This design comes from an exercise in tuning for small area, a short achievable clock period and few clock cycles per item on the open sky130 flow, not from production work.
No run shown here included a check of the RTL's function; only the layout flow was run.

==> flow/design.v (outline; a module is shown in full before it is edited, if it fits) <==
// module dec32: 3311 lines
module dec32 (
    input  wire        clk,
    input  wire        rst,
    input  wire        in_valid,
    output wire        in_ready,
    input  wire [31:0] in_value,
    output wire        out_valid,
    input  wire        out_ready,
    output wire [3:0]  out_len,
    output wire [87:0] out_str
);
  // ...
==> flow/flow/run.sh <==
#!/bin/bash
# The standard layout (the standard.sh, standard synthesis included), with
# ORFS's timing repair aimed at a setup slack of 6.8 ns instead of 0 so that it
# works toward a shorter achieved period. The clock period and the SDC are
# unchanged. standard.sh's full output goes to standard.log.
export SETUP_SLACK_MARGIN=6.8
bash standard.sh > standard.log 2>&1
==> flow/standard.sh <==
#!/bin/bash
# synth_recipe.tcl (not shown) runs the flow's synth.tcl, then flattens the netlist and writes it again
# the make line also repeats each setting of config.mk as NAME=value (left out here)
make -C /OpenROAD-flow-scripts/flow DESIGN_CONFIG=/design/flow/config.mk WORK_HOME=/design/flow/orfs CLKGATE_MAP_FILE= SYNTH_SCRIPT=/design/flow/synth_recipe.tcl "${@:-finish}"
==> flow/config.mk <==
export PLATFORM = sky130hd
export DESIGN_NAME = dec32
export DESIGN_NICKNAME = dec32
export VERILOG_FILES = /design/flow/design.v
export SDC_FILE = /design/flow/constraint.sdc
export NUM_CORES = 4
export LEC_CHECK = 0
export ABC_AREA = 1
export CAP_MARGIN = 20
export CORE_MARGIN = 2
export CORE_UTILIZATION = 50
export SLEW_MARGIN = 20
==> flow/constraint.sdc <==
create_clock -name core_clock -period 10.0 [get_ports {clk}]
set_input_delay 2.0000 -clock core_clock [delete_from_list [all_inputs] [get_ports {clk}]]
set_output_delay 2.0000 -clock core_clock [all_outputs]
set_load 0.01 [all_outputs]
==> run notes, run 1 <==
* Most frequent cells in the layout: nand2_1 (1067), inv_1 (425), edfxtp_1 (321)
* Most used cell, CP: nand2_1
* Vias per cell at 5.106
* Postcts setup bufs at 15
* Clock Latency Late Sink at 0.56 ns
* FF-to-FF setup slack at 6.64 ns
* CP startpoint: r4_d[28]
* Number of synthesized flops with an enable pin at 321
* Routed wl met3 at 1700 um
* Nets@finish at 3409
* Max Slew Vio Count at 0
* Largest class: multi-input gates
* Largest registers: o_nib (44), rl_d (38), sk_d (38)
* Synth Register Bits at 331
* DIE AREA at 47160 um2
* Post-synth top area cell: edfxtp_1
* Gr ovfl total at 0
* CP startpoint kind: register
* Area share of the largest cell type after synthesis at 0.4243
* Largest family of logic cells by synthesized area: simple AND/OR/NAND/NOR gates
* Final number of hold-violating endpoints at 0
* Worst setup EP type: register
* Simple-Gate Fraction of Synth Area at 0.3261
* Hold Buf Count CTS at 0
* Status: finished clean
* Worst-path maximum fanout at 4
* Root Driver: clkbuf_16
* CP top delay family: simple AND/OR/NAND/NOR gates
* WP buf/inv at 2
* Kind of critical path: reg -> reg
* FF+latch count at 331
* Worst Tran Pin Value at 1.011 ns
* # rows at 78
* Drt wl/cell at 12.94 um
* Global-route wire length before repair at 84190 um
* Reg2reg start: r4_d[28]
* Tapcell Cnt at 600
* DR top layer: met4
* Worst slew margin at 0.3258
* Distinct cells, synth at 58
* Layout cells sized above 1 at 0.1428
==> inputs of run 2 (changes only) <==
--- a/flow/design.v
+++ b/flow/design.v
@@ -543,13 +543,4 @@
     wire d14_3_3 = d13_3_2;
-    reg [17:0] r2_m;
-    reg [15:0] r2_d;
-    reg r2_n, r2_v;
-    always @(posedge clk) if (adv) begin
-        r2_m <= r1_m[17:0];
-        r2_d <= {d14_3_3, d14_3_2, d14_3_1, d14_3_0, d14_2_3, d14_2_2, d14_2_1, d14_2_0, d14_1_3, d14_1_2, d14_1_1, d14_1_0, d14_0_3, d14_0_2, d14_0_1, d14_0_0};
-        r2_n <= r1_n;
-    end
-    always @(posedge clk) if (rst) r2_v <= 1'b0; else if (adv) r2_v <= r1_v;
     reg [3:0] a15_0;
-    always @(*) case ({r2_d[3], r2_d[2], r2_d[1], r2_d[0]})
+    always @(*) case ({d14_0_3, d14_0_2, d14_0_1, d14_0_0})
         4'd0: a15_0 = 4'd0;
@@ -572,3 +563,3 @@
     reg [3:0] a15_1;
-    always @(*) case ({r2_d[7], r2_d[6], r2_d[5], r2_d[4]})
+    always @(*) case ({d14_1_3, d14_1_2, d14_1_1, d14_1_0})
         4'd0: a15_1 = 4'd0;
@@ -591,3 +582,3 @@
     reg [3:0] a15_2;
-    always @(*) case ({r2_d[11], r2_d[10], r2_d[9], r2_d[8]})
+    always @(*) case ({d14_2_3, d14_2_2, d14_2_1, d14_2_0})
         4'd0: a15_2 = 4'd0;
@@ -610,3 +601,3 @@
     reg [3:0] a15_3;
-    always @(*) case ({r2_d[15], r2_d[14], r2_d[13], r2_d[12]})
+    always @(*) case ({d14_3_3, d14_3_2, d14_3_1, d14_3_0})
         4'd0: a15_3 = 4'd0;
@@ -628,3 +619,3 @@
     endcase
-    wire d15_0_0 = r2_m[17];
+    wire d15_0_0 = r1_m[17];
     wire d15_0_1 = a15_0[0];
@@ -645,4 +636,13 @@
     wire d15_4_0 = a15_3[3];
+    reg [16:0] r2_m;
+    reg [16:0] r2_d;
+    reg r2_n, r2_v;
+    always @(posedge clk) if (adv) begin
+        r2_m <= r1_m[16:0];
+        r2_d <= {d15_4_0, d15_3_3, d15_3_2, d15_3_1, d15_3_0, d15_2_3, d15_2_2, d15_2_1, d15_2_0, d15_1_3, d15_1_2, d15_1_1, d15_1_0, d15_0_3, d15_0_2, d15_0_1, d15_0_0};
+        r2_n <= r1_n;
+    end
+    always @(posedge clk) if (rst) r2_v <= 1'b0; else if (adv) r2_v <= r1_v;
     reg [3:0] a16_0;
-    always @(*) case ({d15_0_3, d15_0_2, d15_0_1, d15_0_0})
+    always @(*) case ({r2_d[3], r2_d[2], r2_d[1], r2_d[0]})
         4'd0: a16_0 = 4'd0;
@@ -665,3 +665,3 @@
     reg [3:0] a16_1;
-    always @(*) case ({d15_1_3, d15_1_2, d15_1_1, d15_1_0})
+    always @(*) case ({r2_d[7], r2_d[6], r2_d[5], r2_d[4]})
         4'd0: a16_1 = 4'd0;
@@ -684,3 +684,3 @@
     reg [3:0] a16_2;
-    always @(*) case ({d15_2_3, d15_2_2, d15_2_1, d15_2_0})
+    always @(*) case ({r2_d[11], r2_d[10], r2_d[9], r2_d[8]})
         4'd0: a16_2 = 4'd0;
@@ -703,3 +703,3 @@
     reg [3:0] a16_3;
-    always @(*) case ({d15_3_3, d15_3_2, d15_3_1, d15_3_0})
+    always @(*) case ({r2_d[15], r2_d[14], r2_d[13], r2_d[12]})
         4'd0: a16_3 = 4'd0;
@@ -738,3 +738,3 @@
     wire d16_4_0 = a16_3[3];
-    wire d16_4_1 = d15_4_0;
+    wire d16_4_1 = r2_d[16];
     reg [3:0] a17_0;
@@ -1324,13 +1324,4 @@
     wire d21_6_0 = a21_5[3];
-    reg [10:0] r3_m;
-    reg [24:0] r3_d;
-    reg r3_n, r3_v;
-    always @(posedge clk) if (adv) begin
-        r3_m <= r2_m[10:0];
-        r3_d <= {d21_6_0, d21_5_3, d21_5_2, d21_5_1, d21_5_0, d21_4_3, d21_4_2, d21_4_1, d21_4_0, d21_3_3, d21_3_2, d21_3_1, d21_3_0, d21_2_3, d21_2_2, d21_2_1, d21_2_0, d21_1_3, d21_1_2, d21_1_1, d21_1_0, d21_0_3, d21_0_2, d21_0_1, d21_0_0};
-        r3_n <= r2_n;
-    end
-    always @(posedge clk) if (rst) r3_v <= 1'b0; else if (adv) r3_v <= r2_v;
     reg [3:0] a22_0;
-    always @(*) case ({r3_d[3], r3_d[2], r3_d[1], r3_d[0]})
+    always @(*) case ({d21_0_3, d21_0_2, d21_0_1, d21_0_0})
         4'd0: a22_0 = 4'd0;
@@ -1353,3 +1344,3 @@
     reg [3:0] a22_1;
-    always @(*) case ({r3_d[7], r3_d[6], r3_d[5], r3_d[4]})
+    always @(*) case ({d21_1_3, d21_1_2, d21_1_1, d21_1_0})
         4'd0: a22_1 = 4'd0;
@@ -1372,3 +1363,3 @@
     reg [3:0] a22_2;
-    always @(*) case ({r3_d[11], r3_d[10], r3_d[9], r3_d[8]})
+    always @(*) case ({d21_2_3, d21_2_2, d21_2_1, d21_2_0})
         4'd0: a22_2 = 4'd0;
@@ -1391,3 +1382,3 @@
     reg [3:0] a22_3;
-    always @(*) case ({r3_d[15], r3_d[14], r3_d[13], r3_d[12]})
+    always @(*) case ({d21_3_3, d21_3_2, d21_3_1, d21_3_0})
         4'd0: a22_3 = 4'd0;
@@ -1410,3 +1401,3 @@
     reg [3:0] a22_4;
-    always @(*) case ({r3_d[19], r3_d[18], r3_d[17], r3_d[16]})
+    always @(*) case ({d21_4_3, d21_4_2, d21_4_1, d21_4_0})
         4'd0: a22_4 = 4'd0;
@@ -1429,3 +1420,3 @@
     reg [3:0] a22_5;
-    always @(*) case ({r3_d[23], r3_d[22], r3_d[21], r3_d[20]})
+    always @(*) case ({d21_5_3, d21_5_2, d21_5_1, d21_5_0})
         4'd0: a22_5 = 4'd0;
@@ -1447,3 +1438,3 @@
     endcase
-    wire d22_0_0 = r3_m[10];
+    wire d22_0_0 = r2_m[10];
     wire d22_0_1 = a22_0[0];
@@ -1472,5 +1463,14 @@
     wire d22_6_0 = a22_5[3];
-    wire d22_6_1 = r3_d[24];
+    wire d22_6_1 = d21_6_0;
+    reg [9:0] r3_m;
+    reg [25:0] r3_d;
+    reg r3_n, r3_v;
+    always @(posedge clk) if (adv) begin
+        r3_m <= r2_m[9:0];
+        r3_d <= {d22_6_1, d22_6_0, d22_5_3, d22_5_2, d22_5_1, d22_5_0, d22_4_3, d22_4_2, d22_4_1, d22_4_0, d22_3_3, d22_3_2, d22_3_1, d22_3_0, d22_2_3, d22_2_2, d22_2_1, d22_2_0, d22_1_3, d22_1_2, d22_1_1, d22_1_0, d22_0_3, d22_0_2, d22_0_1, d22_0_0};
+        r3_n <= r2_n;
+    end
+    always @(posedge clk) if (rst) r3_v <= 1'b0; else if (adv) r3_v <= r2_v;
     reg [3:0] a23_0;
-    always @(*) case ({d22_0_3, d22_0_2, d22_0_1, d22_0_0})
+    always @(*) case ({r3_d[3], r3_d[2], r3_d[1], r3_d[0]})
         4'd0: a23_0 = 4'd0;
@@ -1493,3 +1493,3 @@
     reg [3:0] a23_1;
-    always @(*) case ({d22_1_3, d22_1_2, d22_1_1, d22_1_0})
+    always @(*) case ({r3_d[7], r3_d[6], r3_d[5], r3_d[4]})
         4'd0: a23_1 = 4'd0;
@@ -1512,3 +1512,3 @@
     reg [3:0] a23_2;
-    always @(*) case ({d22_2_3, d22_2_2, d22_2_1, d22_2_0})
+    always @(*) case ({r3_d[11], r3_d[10], r3_d[9], r3_d[8]})
         4'd0: a23_2 = 4'd0;
@@ -1531,3 +1531,3 @@
     reg [3:0] a23_3;
-    always @(*) case ({d22_3_3, d22_3_2, d22_3_1, d22_3_0})
+    always @(*) case ({r3_d[15], r3_d[14], r3_d[13], r3_d[12]})
         4'd0: a23_3 = 4'd0;
@@ -1550,3 +1550,3 @@
     reg [3:0] a23_4;
-    always @(*) case ({d22_4_3, d22_4_2, d22_4_1, d22_4_0})
+    always @(*) case ({r3_d[19], r3_d[18], r3_d[17], r3_d[16]})
         4'd0: a23_4 = 4'd0;
@@ -1569,3 +1569,3 @@
     reg [3:0] a23_5;
-    always @(*) case ({d22_5_3, d22_5_2, d22_5_1, d22_5_0})
+    always @(*) case ({r3_d[23], r3_d[22], r3_d[21], r3_d[20]})
         4'd0: a23_5 = 4'd0;
@@ -1612,4 +1612,4 @@
     wire d23_6_0 = a23_5[3];
-    wire d23_6_1 = d22_6_0;
-    wire d23_6_2 = d22_6_1;
+    wire d23_6_1 = r3_d[24];
+    wire d23_6_2 = r3_d[25];
     reg [3:0] a24_0;
@@ -2430,13 +2430,4 @@
     wire d28_8_0 = a28_7[3];
-    reg [3:0] r4_m;
-    reg [32:0] r4_d;
-    reg r4_n, r4_v;
-    always @(posedge clk) if (adv) begin
-        r4_m <= r3_m[3:0];
-        r4_d <= {d28_8_0, d28_7_3, d28_7_2, d28_7_1, d28_7_0, d28_6_3, d28_6_2, d28_6_1, d28_6_0, d28_5_3, d28_5_2, d28_5_1, d28_5_0, d28_4_3, d28_4_2, d28_4_1, d28_4_0, d28_3_3, d28_3_2, d28_3_1, d28_3_0, d28_2_3, d28_2_2, d28_2_1, d28_2_0, d28_1_3, d28_1_2, d28_1_1, d28_1_0, d28_0_3, d28_0_2, d28_0_1, d28_0_0};
-        r4_n <= r3_n;
-    end
-    always @(posedge clk) if (rst) r4_v <= 1'b0; else if (adv) r4_v <= r3_v;
     reg [3:0] a29_0;
-    always @(*) case ({r4_d[3], r4_d[2], r4_d[1], r4_d[0]})
+    always @(*) case ({d28_0_3, d28_0_2, d28_0_1, d28_0_0})
         4'd0: a29_0 = 4'd0;
@@ -2459,3 +2450,3 @@
     reg [3:0] a29_1;
-    always @(*) case ({r4_d[7], r4_d[6], r4_d[5], r4_d[4]})
+    always @(*) case ({d28_1_3, d28_1_2, d28_1_1, d28_1_0})
         4'd0: a29_1 = 4'd0;
@@ -2478,3 +2469,3 @@
     reg [3:0] a29_2;
-    always @(*) case ({r4_d[11], r4_d[10], r4_d[9], r4_d[8]})
+    always @(*) case ({d28_2_3, d28_2_2, d28_2_1, d28_2_0})
         4'd0: a29_2 = 4'd0;
@@ -2497,3 +2488,3 @@
     reg [3:0] a29_3;
-    always @(*) case ({r4_d[15], r4_d[14], r4_d[13], r4_d[12]})
+    always @(*) case ({d28_3_3, d28_3_2, d28_3_1, d28_3_0})
         4'd0: a29_3 = 4'd0;
@@ -2516,3 +2507,3 @@
     reg [3:0] a29_4;
-    always @(*) case ({r4_d[19], r4_d[18], r4_d[17], r4_d[16]})
+    always @(*) case ({d28_4_3, d28_4_2, d28_4_1, d28_4_0})
         4'd0: a29_4 = 4'd0;
@@ -2535,3 +2526,3 @@
     reg [3:0] a29_5;
-    always @(*) case ({r4_d[23], r4_d[22], r4_d[21], r4_d[20]})
+    always @(*) case ({d28_5_3, d28_5_2, d28_5_1, d28_5_0})
         4'd0: a29_5 = 4'd0;
@@ -2554,3 +2545,3 @@
     reg [3:0] a29_6;
-    always @(*) case ({r4_d[27], r4_d[26], r4_d[25], r4_d[24]})
+    always @(*) case ({d28_6_3, d28_6_2, d28_6_1, d28_6_0})
         4'd0: a29_6 = 4'd0;
@@ -2573,3 +2564,3 @@
     reg [3:0] a29_7;
-    always @(*) case ({r4_d[31], r4_d[30], r4_d[29], r4_d[28]})
+    always @(*) case ({d28_7_3, d28_7_2, d28_7_1, d28_7_0})
         4'd0: a29_7 = 4'd0;
@@ -2591,3 +2582,3 @@
     endcase
-    wire d29_0_0 = r4_m[3];
+    wire d29_0_0 = r3_m[3];
     wire d29_0_1 = a29_0[0];
@@ -2624,5 +2615,14 @@
     wire d29_8_0 = a29_7[3];
-    wire d29_8_1 = r4_d[32];
+    wire d29_8_1 = d28_8_0;
+    reg [2:0] r4_m;
+    reg [33:0] r4_d;
+    reg r4_n, r4_v;
+    always @(posedge clk) if (adv) begin
+        r4_m <= r3_m[2:0];
+        r4_d <= {d29_8_1, d29_8_0, d29_7_3, d29_7_2, d29_7_1, d29_7_0, d29_6_3, d29_6_2, d29_6_1, d29_6_0, d29_5_3, d29_5_2, d29_5_1, d29_5_0, d29_4_3, d29_4_2, d29_4_1, d29_4_0, d29_3_3, d29_3_2, d29_3_1, d29_3_0, d29_2_3, d29_2_2, d29_2_1, d29_2_0, d29_1_3, d29_1_2, d29_1_1, d29_1_0, d29_0_3, d29_0_2, d29_0_1, d29_0_0};
+        r4_n <= r3_n;
+    end
+    always @(posedge clk) if (rst) r4_v <= 1'b0; else if (adv) r4_v <= r3_v;
     reg [3:0] a30_0;
-    always @(*) case ({d29_0_3, d29_0_2, d29_0_1, d29_0_0})
+    always @(*) case ({r4_d[3], r4_d[2], r4_d[1], r4_d[0]})
         4'd0: a30_0 = 4'd0;
@@ -2645,3 +2645,3 @@
     reg [3:0] a30_1;
-    always @(*) case ({d29_1_3, d29_1_2, d29_1_1, d29_1_0})
+    always @(*) case ({r4_d[7], r4_d[6], r4_d[5], r4_d[4]})
         4'd0: a30_1 = 4'd0;
@@ -2664,3 +2664,3 @@
     reg [3:0] a30_2;
-    always @(*) case ({d29_2_3, d29_2_2, d29_2_1, d29_2_0})
+    always @(*) case ({r4_d[11], r4_d[10], r4_d[9], r4_d[8]})
         4'd0: a30_2 = 4'd0;
@@ -2683,3 +2683,3 @@
     reg [3:0] a30_3;
-    always @(*) case ({d29_3_3, d29_3_2, d29_3_1, d29_3_0})
+    always @(*) case ({r4_d[15], r4_d[14], r4_d[13], r4_d[12]})
         4'd0: a30_3 = 4'd0;
@@ -2702,3 +2702,3 @@
     reg [3:0] a30_4;
-    always @(*) case ({d29_4_3, d29_4_2, d29_4_1, d29_4_0})
+    always @(*) case ({r4_d[19], r4_d[18], r4_d[17], r4_d[16]})
         4'd0: a30_4 = 4'd0;
@@ -2721,3 +2721,3 @@
     reg [3:0] a30_5;
-    always @(*) case ({d29_5_3, d29_5_2, d29_5_1, d29_5_0})
+    always @(*) case ({r4_d[23], r4_d[22], r4_d[21], r4_d[20]})
         4'd0: a30_5 = 4'd0;
@@ -2740,3 +2740,3 @@
     reg [3:0] a30_6;
-    always @(*) case ({d29_6_3, d29_6_2, d29_6_1, d29_6_0})
+    always @(*) case ({r4_d[27], r4_d[26], r4_d[25], r4_d[24]})
         4'd0: a30_6 = 4'd0;
@@ -2759,3 +2759,3 @@
     reg [3:0] a30_7;
-    always @(*) case ({d29_7_3, d29_7_2, d29_7_1, d29_7_0})
+    always @(*) case ({r4_d[31], r4_d[30], r4_d[29], r4_d[28]})
         4'd0: a30_7 = 4'd0;
@@ -2810,4 +2810,4 @@
     wire d30_8_0 = a30_7[3];
-    wire d30_8_1 = d29_8_0;
-    wire d30_8_2 = d29_8_1;
+    wire d30_8_1 = r4_d[32];
+    wire d30_8_2 = r4_d[33];
     reg [3:0] a31_0;
==> flow/flow/run.sh (replaced) <==
#!/bin/bash
# The standard layout (the standard.sh, standard synthesis included), with
# ORFS's timing repair aimed at a setup slack of 6.85 ns instead of 0 so that
# it works toward a shorter achieved period. The clock period and the SDC are
# unchanged. Every port still gets its own buffer (a buf_2 rather than the
# default pick). standard.sh's full output goes to standard.log.
export SETUP_SLACK_MARGIN=6.85
export BUFFER_PORTS_ARGS="-buffer_cell sky130_fd_sc_hd__buf_2"
bash standard.sh > standard.log 2>&1
--- a/flow/config.mk
+++ b/flow/config.mk
@@ -10,3 +10,3 @@
 export CORE_MARGIN = 2
-export CORE_UTILIZATION = 50
+export CORE_UTILIZATION = 60
 export SLEW_MARGIN = 20
==> run 2 against run 1 <==
Against the previous run: routed wire length up 2.9%; register-to-register slack about the same; maximum frequency about the same; still clean; design area up 0.57%; non-clock buffer count up 20.
==> run notes, run 2 <==
* Synth Area in Compound Gates at 0.1360 (was 0.1135)
* Setup_tns at 0 ns (unchanged)
* Final setup fails at 0 (unchanged)
* DRT antenna net count at 0 (unchanged)
* Simple-Gate Fraction of Synth Area at 0.2921 (was 0.3261)
* Mapped Avg Cell Area at 7.272 um2 (was 7.118 um2)
* Core area at 36700 um2 (was 45090 um2)
* TritonCTS Buffers at 39 (was 40)
* R2r endpoint: rl_s[2] (unchanged)
* Worst hold slack at 0.4142 ns (was 0.4128 ns)
* Max Freq at 0.2977 GHz (was 0.2976 GHz)
* CP peak stage delay at 0.44 ns (about the same)
* Number of synthesized flops with an enable pin at 321 (unchanged)
* Die Span Y at 197.5 um (was 217.2 um)
* Synth Register Bits at 331 (unchanged)
* Starting Density at 0.6119 (was 0.5039)
* Clk buf depth at 3 (unchanged)
* Post-Syn Area at 22460 um2 (was 22720 um2)
* CP startpoint kind: register (unchanged)
* Worst setup EP type: register (unchanged)
* Fin cells at 3763 (was 3982)
* GRT busiest layer: met2 (unchanged)
* CP required at 10.31 ns (was 10.32 ns)
* Most frequent cells in the layout: nand2_1 (838), inv_1 (434), edfxtp_1 (321) (was nand2_1 (1067), inv_1 (425), edfxtp_1 (321))
* Max FFs per register at 44 (unchanged)
* Drt wl/cell at 14.09 um (was 12.94 um)
* Largest family of logic cells by synthesized area: simple AND/OR/NAND/NOR gates (unchanged)
* CP top delay family: simple AND/OR/NAND/NOR gates (unchanged)
* Gr ovfl total at 0 (unchanged)
* Worst path depth at 23 (unchanged)
* WP buf/inv at 3 (was 2)
* Nets@finish at 3324 (was 3409)
* Kind of critical path: reg -> reg (unchanged)
* DIE AREA at 38990 um2 (was 47160 um2)
* Vias in the first global route at 19020 (was 18980)
* Most used cell, CP: nor2_4 (was nand2_1)
* TritonRoute pass-1 iters at 8 (unchanged)
* Biggest register: o_nib (unchanged)
* Tot GR Track Use at 0.2574 (was 0.2132)
* Post-DP HPWL at 36970 um (was 37440 um)
* Final core occ at 0.7212 (was 0.5837)
* FF-to-FF setup slack at 6.64 ns (about the same)
* Post-synth top area cell: edfxtp_1 (unchanged)
* Worst-path maximum fanout at 4 (unchanged)
* Synth Flop Type: edfxtp_1 (unchanged)
* DRT iter0 DRCs at 1125 (was 1038)
* Unrepaired setup endpoints after global routing: true (unchanged)
* YS warnings at 1 (unchanged)
* Pin count of the biggest net entering global routing at 86 (was 84)
* Synth-to-layout area growth at 17.86% (was 15.83%)
* I/O pin count at 130 (unchanged)
* Most common cell after layout, fill and taps aside: nand2_1 (unchanged)
* Area share of the largest cell type after synthesis at 0.4292 (was 0.4243)
* R2R cell count at 23 (unchanged)
* Worst slew margin at 0.3072 (was 0.3258)
* Detailed-route wire length at 53010 um (was 51530 um)
* Global-route wire length before repair at 83170 um (was 84190 um)
* Port bufs at 106 (unchanged)
* Distinct cells, synth at 56 (was 58)
* Asr flop ratio synth at 0 (unchanged)
* Layout cells sized above 1 at 0.2176 (was 0.1428)
* CP Data Arrival Time at 3.66 ns (was 3.68 ns)
* Initial antenna violation count at 0 (unchanged)
* Final Critical Period at 3.359 ns (was 3.360 ns)
* Final period util at 0.3359 (was 0.3360)
* CP startpoint: r4_d[20] (was r4_d[28])
* Grt met1 use at 0.2822 (was 0.2428)
* Hold Path Class: reg -> reg (unchanged)
* Reg clk slew, reported paths at 0.06 ns (about the same)
* Max Slew Vio Count at 0 (unchanged)
* Worst Clk Skew at 0.02004 ns (was 0.01328 ns)
* Seq/Total Area, Yosys at 0.4382 (was 0.4331)
* Synth Area in Adders at 0.01059 (was 0.01046)
* DR vias at 20450 (was 20330)
* Final number of hold-violating endpoints at 0 (unchanged)
* Critical Path End: rl_s[2] (unchanged)
* Root Driver: clkbuf_16 (unchanged)
* Post-Synth XOR/XNOR Area at 0.01248 (was 0.01118)
* Chip width at 197.5 um (was 217.2 um)
* CP Cell Sequence: nor2_4, nand2_2, and2_4, o21ai_4, inv_2, nor2_4, nor2_4, inv_2, nand2_4, a21oi_4, o21ai_2, or2_0, nor3b_2, nand2_1, inv_2, nand2_4, nor2_4, nand2_2, nor2_1, nor2_1, ha_2, ha_4, xor2_1 (was nor2_2, buf_4, nand2_1, nand2_1, nand2_2, o21ai_4, inv_1, nand3_1, nand3_2, nor2_4, o21ai_2, nor2_2, nand3_2, nor2_4, nand2_2, nor2_4, o21ai_1, nand2_1, nand2_2, ha_4, ha_4, nand2_1, nand2_1)
* Syn Inst Count at 3088 (was 3192)
* Top-count cell post-synth: nand2_1 (unchanged)
* Critical Path Slowest Stage Cell: edfxtp_1 (unchanged)
* Met2 GRT Util at 0.5070 (was 0.4065)
* H-tree levels at 2 (unchanged)
* # rows at 70 (was 78)
* Maxcap violations at 0 (unchanged)
* CTS tree: yes (unchanged)
* Worst Tran Pin Value at 1.039 ns (was 1.011 ns)
* DRC viols at 0 (unchanged)
* Hold Path Stages at 0 (unchanged)
* Proportion of synthesized area in mux cells at 0.01137 (was 0.01063)
* Top cells by area, synth: edfxtp_1 (43%), nand2_1 (16%), inv_1 (7.6%) (was edfxtp_1 (42%), nand2_1 (18%), inv_1 (7.3%))
* Vias per cell at 5.434 (was 5.106)
* Clock sinks at 331 (unchanged)
* Top cells by count, synth: nand2_1 (942), inv_1 (455), nor2_1 (347) (was nand2_1 (1107), inv_1 (441), edfxtp_1 (321))
* Status: finished clean (unchanged)
* Clock Latency Late Sink at 0.56 ns (about the same)
* Reg2reg start: r4_d[20] (was r4_d[28])
* Antenna cell count at 0 (unchanged)
* Cells after DPL at 3627 (was 3865)
* Global placement routability congestion at 0.8434 (was 0.8424)
* Largest registers: o_nib (44), rl_d (38), sk_d (38) (unchanged)
* GRT met3 Usage at 0.03449 (was 0.03103)
==> run 2: cell count changes after synthesis, moves of 7 or more <==
cell,change
o21ai_1,+24
o211ai_1,+8
a21oi_1,+14
o22ai_1,-8
inv_2,+7
nand2_2,-19
nand3_1,-83
nor2_1,+47
nand2_1,-165
o21ai_2,+21
nor2_2,+9
nor3_1,+8
inv_1,+14
==> run 2: area by class of cell <==
cell class	instances	area, um2
flip-flops and latches	331	9844
repair buffers	188	1181
fillers	2805	10230
clock buffers	49	1066
inverters	490	1849
multi-input cells	2219	11780
clock inverters	18	165.2
well taps	468	585.6
==> run 2: cells by family after synthesis <==
kind of cell               count (synthesis)
and+or+nand+nor                         1594
buffers and inverters                    559
AOI/OAI and AO/OA                        526
DFF                                      331
xor gates and xnor gates                  32
muxes                                     25
adders and majority gates                 19
other                                      2
==> run 2: timing repair <==
action / 4_1_cts / 5_1_grt
hold buffers: 0 / 0
pin swaps: 9 / 106
gates resized for setup: 29 / 359
cloned: 0 / 0
setup buffers: 13 / 55
setup endpoints to repair: 84 / 105
==> run 2: routing by layer <==
metal,part of all wire,wire (um)
met5,0,0
met4,0.029,1528
met3,0.033,1761
met2,0.54,28560
met1,0.40,21160
==> run 2: through the flow <==
stage                     worst slack (ns)  area (um2)
after floorplan                      5.274       22550
after global placement               6.681       23410
after detailed placement             6.494       23410
after CTS                            6.762       24830
after global routing                 6.439       26470
final                                6.641       26470
==> run 2: how the worst min path moves through the flow <==
stage          startpoint       to  slack (ns)
3_3_place_gp      r1_m[4]  r2_m[4]        0.40
6_report          r2_m[6]  r3_m[6]        0.41
5_1_grt           r3_m[1]  r4_m[1]        0.42
2_1_floorplan    r1_m[17]  r2_d[0]        0.40
3_5_place_dp      r3_m[3]  r4_d[0]        0.41
4_1_cts           r2_m[6]  r3_m[6]        0.41
==> run 2: worst reg2reg max path, cell delays in order, from the launching register on <==
cell and delay (ns):
edfxtp_1 0.44, nor2_4 0.16, nand2_2 0.07, and2_4 0.15
o21ai_4 0.07, inv_2 0.07, nor2_4 0.16, nor2_4 0.06
inv_2 0.07, nand2_4 0.08, a21oi_4 0.14, o21ai_2 0.07
or2_0 0.23, nor3b_2 0.22, nand2_1 0.11, inv_2 0.10
nand2_4 0.06, nor2_4 0.13, nand2_2 0.07, nor2_1 0.08
nor2_1 0.05, ha_2 0.19, ha_4 0.17, xor2_1 0.15
==> inputs of run 3 (changes only) <==
--- a/flow/config.mk
+++ b/flow/config.mk
@@ -11,2 +11,3 @@
 export CORE_UTILIZATION = 60
+export CTS_BUF_LIST = sky130_fd_sc_hd__clkbuf_4 sky130_fd_sc_hd__clkbuf_8
 export SLEW_MARGIN = 20
==> run 3 against run 2 <==
Against the previous run: still clean on timing, DRC and antenna; first-iteration DRC count rose by 5.0%; design area grew 1.5%; worst setup slack got worse by 0.13 ns; critical path depth fell by 1; via count grew 2.0%; non-clock buffer count grew 31; synthesized cell count did not move; maximum frequency down 3.7%; worst hold slack lost 0.0011 ns; critical path type unchanged; critical endpoint unchanged.
==> run notes, run 3 <==
* Kind of critical path: reg -> reg (unchanged)
* CP startpoint kind: register (unchanged)
* Number of synthesized flops with an enable pin at 321 (unchanged)
* Most common cell after layout, fill and taps aside: nand2_1 (unchanged)
* Worst slew margin at 0.2908 (was 0.3072)
* Critical Path Slowest Stage Cell: edfxtp_1 (unchanged)
* Starting Density at 0.6119 (unchanged)
* Area share of the largest cell type after synthesis at 0.4292 (unchanged)
* Die Span Y at 197.5 um (unchanged)
* DIE AREA at 38990 um2 (unchanged)
* Clock sinks at 331 (unchanged)
* Reg2reg start: r4_d[31] (was r4_d[20])
* CTS tree: yes (unchanged)
* YS warnings at 1 (unchanged)
* Post-Syn Area at 22460 um2 (unchanged)
* Biggest register: o_nib (unchanged)
* Final period util at 0.3490 (was 0.3359)
* CP required at 10.39 ns (was 10.31 ns)
* Pin count of the biggest net entering global routing at 86 (unchanged)
* Status: finished clean (unchanged)
* Distinct cells, synth at 56 (unchanged)
* Post-DP HPWL at 36970 um (unchanged)
* H-tree levels at 2 (unchanged)
* Asr flop ratio synth at 0 (unchanged)
* Max FFs per register at 44 (unchanged)
* Worst-path maximum fanout at 4 (unchanged)
* DRT iter0 DRCs at 1181 (was 1125)
* Worst Tran Pin Value at 1.064 ns (was 1.039 ns)
* DRC viols at 0 (unchanged)
* Port bufs at 106 (unchanged)
* Nets@finish at 3372 (was 3324)
* Drt wl/cell at 14.46 um (was 14.09 um)
* Synth Flop Type: edfxtp_1 (unchanged)
* Root Driver: clkbuf_8 (was clkbuf_16)
* I/O pin count at 130 (unchanged)
* CP Cell Sequence: buf_4, nand2_1, o211ai_1, inv_1, nor2_1, o21ai_1, nand2_1, nor2_2, o21ai_0, inv_1, nand4_1, nor3_2, nand2_1, inv_2, nand2_4, nor2_4, nand2_2, nor2_1, nor2_1, ha_2, ha_4, xor2_1 (was nor2_4, nand2_2, and2_4, o21ai_4, inv_2, nor2_4, nor2_4, inv_2, nand2_4, a21oi_4, o21ai_2, or2_0, nor3b_2, nand2_1, inv_2, nand2_4, nor2_4, nand2_2, nor2_1, nor2_1, ha_2, ha_4, xor2_1)
* Final number of hold-violating endpoints at 0 (unchanged)
* Post-synth top area cell: edfxtp_1 (unchanged)
* Top cells by count, synth: nand2_1 (942), inv_1 (455), nor2_1 (347) (unchanged)
* Syn Inst Count at 3088 (unchanged)
* Fill cell count at 2738 (was 2805)
* # rows at 70 (unchanged)
* Clock Latency Late Sink at 0.66 ns (was 0.56 ns)
* Maxcap violations at 0 (unchanged)
* Layout cells sized above 1 at 0.2498 (was 0.2176)
* Mapped Avg Cell Area at 7.272 um2 (unchanged)
* Core area at 36700 um2 (unchanged)
* CP peak stage delay at 0.43 ns (was 0.44 ns)
* Max Freq at 0.2866 GHz (was 0.2977 GHz)
* Hold Path Class: reg -> reg (unchanged)
* Clk buf depth at 3 (unchanged)
* Seq/Total Area, Yosys at 0.4382 (unchanged)
* Antenna cell count at 0 (unchanged)
* CP startpoint: r4_d[31] (was r4_d[20])
* Hold Buf Count CTS at 0 (unchanged)
* Unrepaired setup endpoints after global routing: true (unchanged)
* DR vias at 20850 (was 20450)
* Global placement routability congestion at 0.8434 (unchanged)
* TritonCTS Buffers at 56 (was 39)
* Worst Clk Skew at 0.02238 ns (was 0.02004 ns)
* Global-route wire length before repair at 84180 um (was 83170 um)
* Final Critical Period at 3.490 ns (was 3.359 ns)
* Register Area at 9847 um2 (was 9844 um2)
* Vias per cell at 5.443 (was 5.434)
* Detailed-route wire length at 55380 um (was 53010 um)
* Top-count cell post-synth: nand2_1 (unchanged)
* Max Slew Vio Count at 0 (unchanged)
* Setup_tns at 0 ns (unchanged)
* HP Start: r2_m[6] (unchanged)
* Reg clk slew, reported paths at 0.06 ns (about the same)
* Multi-input gate area at 11960 um2 (was 11780 um2)
* Top cells by area, synth: edfxtp_1 (43%), nand2_1 (16%), inv_1 (7.6%) (unchanged)
* Gr ovfl total at 0 (unchanged)
* Chip width at 197.5 um (unchanged)
* Worst setup EP type: register (unchanged)
* Final setup fails at 0 (unchanged)
* TritonRoute pass-1 iters at 5 (was 8)
* CP Data Arrival Time at 3.88 ns (was 3.66 ns)
* Synth-to-layout area growth at 19.65% (was 17.86%)
* Most frequent cells in the layout: nand2_1 (816), inv_1 (428), edfxtp_1 (321) (was nand2_1 (838), inv_1 (434), edfxtp_1 (321))
* DRT antenna net count at 0 (unchanged)
* Tot GR Track Use at 0.2600 (was 0.2574)
* Final core occ at 0.7322 (was 0.7212)
* Initial antenna violation count at 0 (unchanged)
* Largest registers: o_nib (44), rl_d (38), sk_d (38) (unchanged)
* Synth Register Bits at 331 (unchanged)
* Vias in the first global route at 19300 (was 19020)
[run 3: path summary, 6_finish.rpt]
kind                            endpoint  slack (ns)  cells after the start
worst max register to register   rl_s[2]        6.51                     22
worst max-delay path             rl_s[2]        6.51                     22
worst min-delay path             r3_m[6]        0.41                      0
worst min register to register   r3_m[6]        0.41                      0
[run 3: layout make-up]
class,count,area share
Clock buffer,74,0.03395
Sequential cell,331,0.3665
Tap cell,468,0.02179
Timing Repair Buffer,219,0.05369
Multi-Input combinational cell,2219,0.4453
Clock inverter,30,0.01001
Inverter,490,0.06882
[run 3: worst max-delay path, delay by kind of cell, from the launching register on]
family | cells | cell delay [ns]
simple gates | 12 | 1.35
compound gates | 3 | 0.43
xor+xnor | 1 | 0.15
buf+inv | 4 | 0.52
flops | 1 | 0.43
fa+ha+maj | 2 | 0.35
[run 3: routing by layer]
metal  wire length, um  share of wire  track usage  vias to the layer above
met5                 0              0            0                        -
met4              1762          0.032      0.09245                        0
met3              2070          0.037      0.03824                      150
met2             29970           0.54       0.5056                      510
met1             21580           0.39       0.2847                     9702
li1                  -              -            -                    10490
[run 3: through the flow]
| step | cells | worst slack, ns | hold slack (ns) | area, um2 |
|---|---|---|---|---|
| finish | 3831 | 6.510 | 0.4132 | 26870 |
| global route | 3831 | 6.226 | 0.4165 | 26870 |
| CTS | 3759 | 6.715 | 0.4137 | 24890 |
| detailed placement | 3627 | 6.494 | 0.4052 | 23410 |
| global placement | 3627 | 6.681 | 0.4004 | 23410 |
| floorplan | 3109 | 5.274 | 0.4003 | 22550 |
[run 3: cell families after synthesis]
family / after synthesis / share of synthesized area
fa+ha+maj: 19 / 0.01059
xor+xnor: 32 / 0.01248
flops: 331 / 0.4382
simple gates: 1594 / 0.2921
other cells: 2 / 0.0003344
buf+inv: 559 / 0.09895
mux: 25 / 0.01137
compound gates: 526 / 0.1360
[run 3: repair_timing]
item / 4_1_cts / 5_1_grt
gates cloned: 0 / 0
resized for setup: 28 / 442
setup endpoints to repair: 96 / 167
pin swaps: 14 / 143
buffers inserted: 28 / 71

re-timing with driven ports:
The flow's constraints put no driver on any port. The routed layouts listed below were extracted and timed again, unchanged, in two steps.
Step 1: set_driving_cell puts a clkbuf_16 on clk and a buf_2 on each other input, an assumption about the parent block.
Step 2 times the ports against the registers' clock, not the clock port: input delays grow and output delays shrink by t, the midpoint of the rising clock arrivals with the driver on.
Slacks: ideal / step 1 / step 2; pairs: ideal / step 1.
run	shift t [ns]	setup WS [ns]	slew at the worst register clock pin (ns)
run 1	0.617	6.640 / 6.640 / 6.395	0.06 / 0.06
run 2	0.609	6.641 / 6.641 / 6.641	0.06 / 0.06
run 3	0.699	6.510 / 6.510 / 6.510	0.07 / 0.07
After both steps every run listed still meets setup and hold. The setup slack of run 1, which loses most, moves by 0.000 ns with the drivers and by -0.245 ns with both steps.
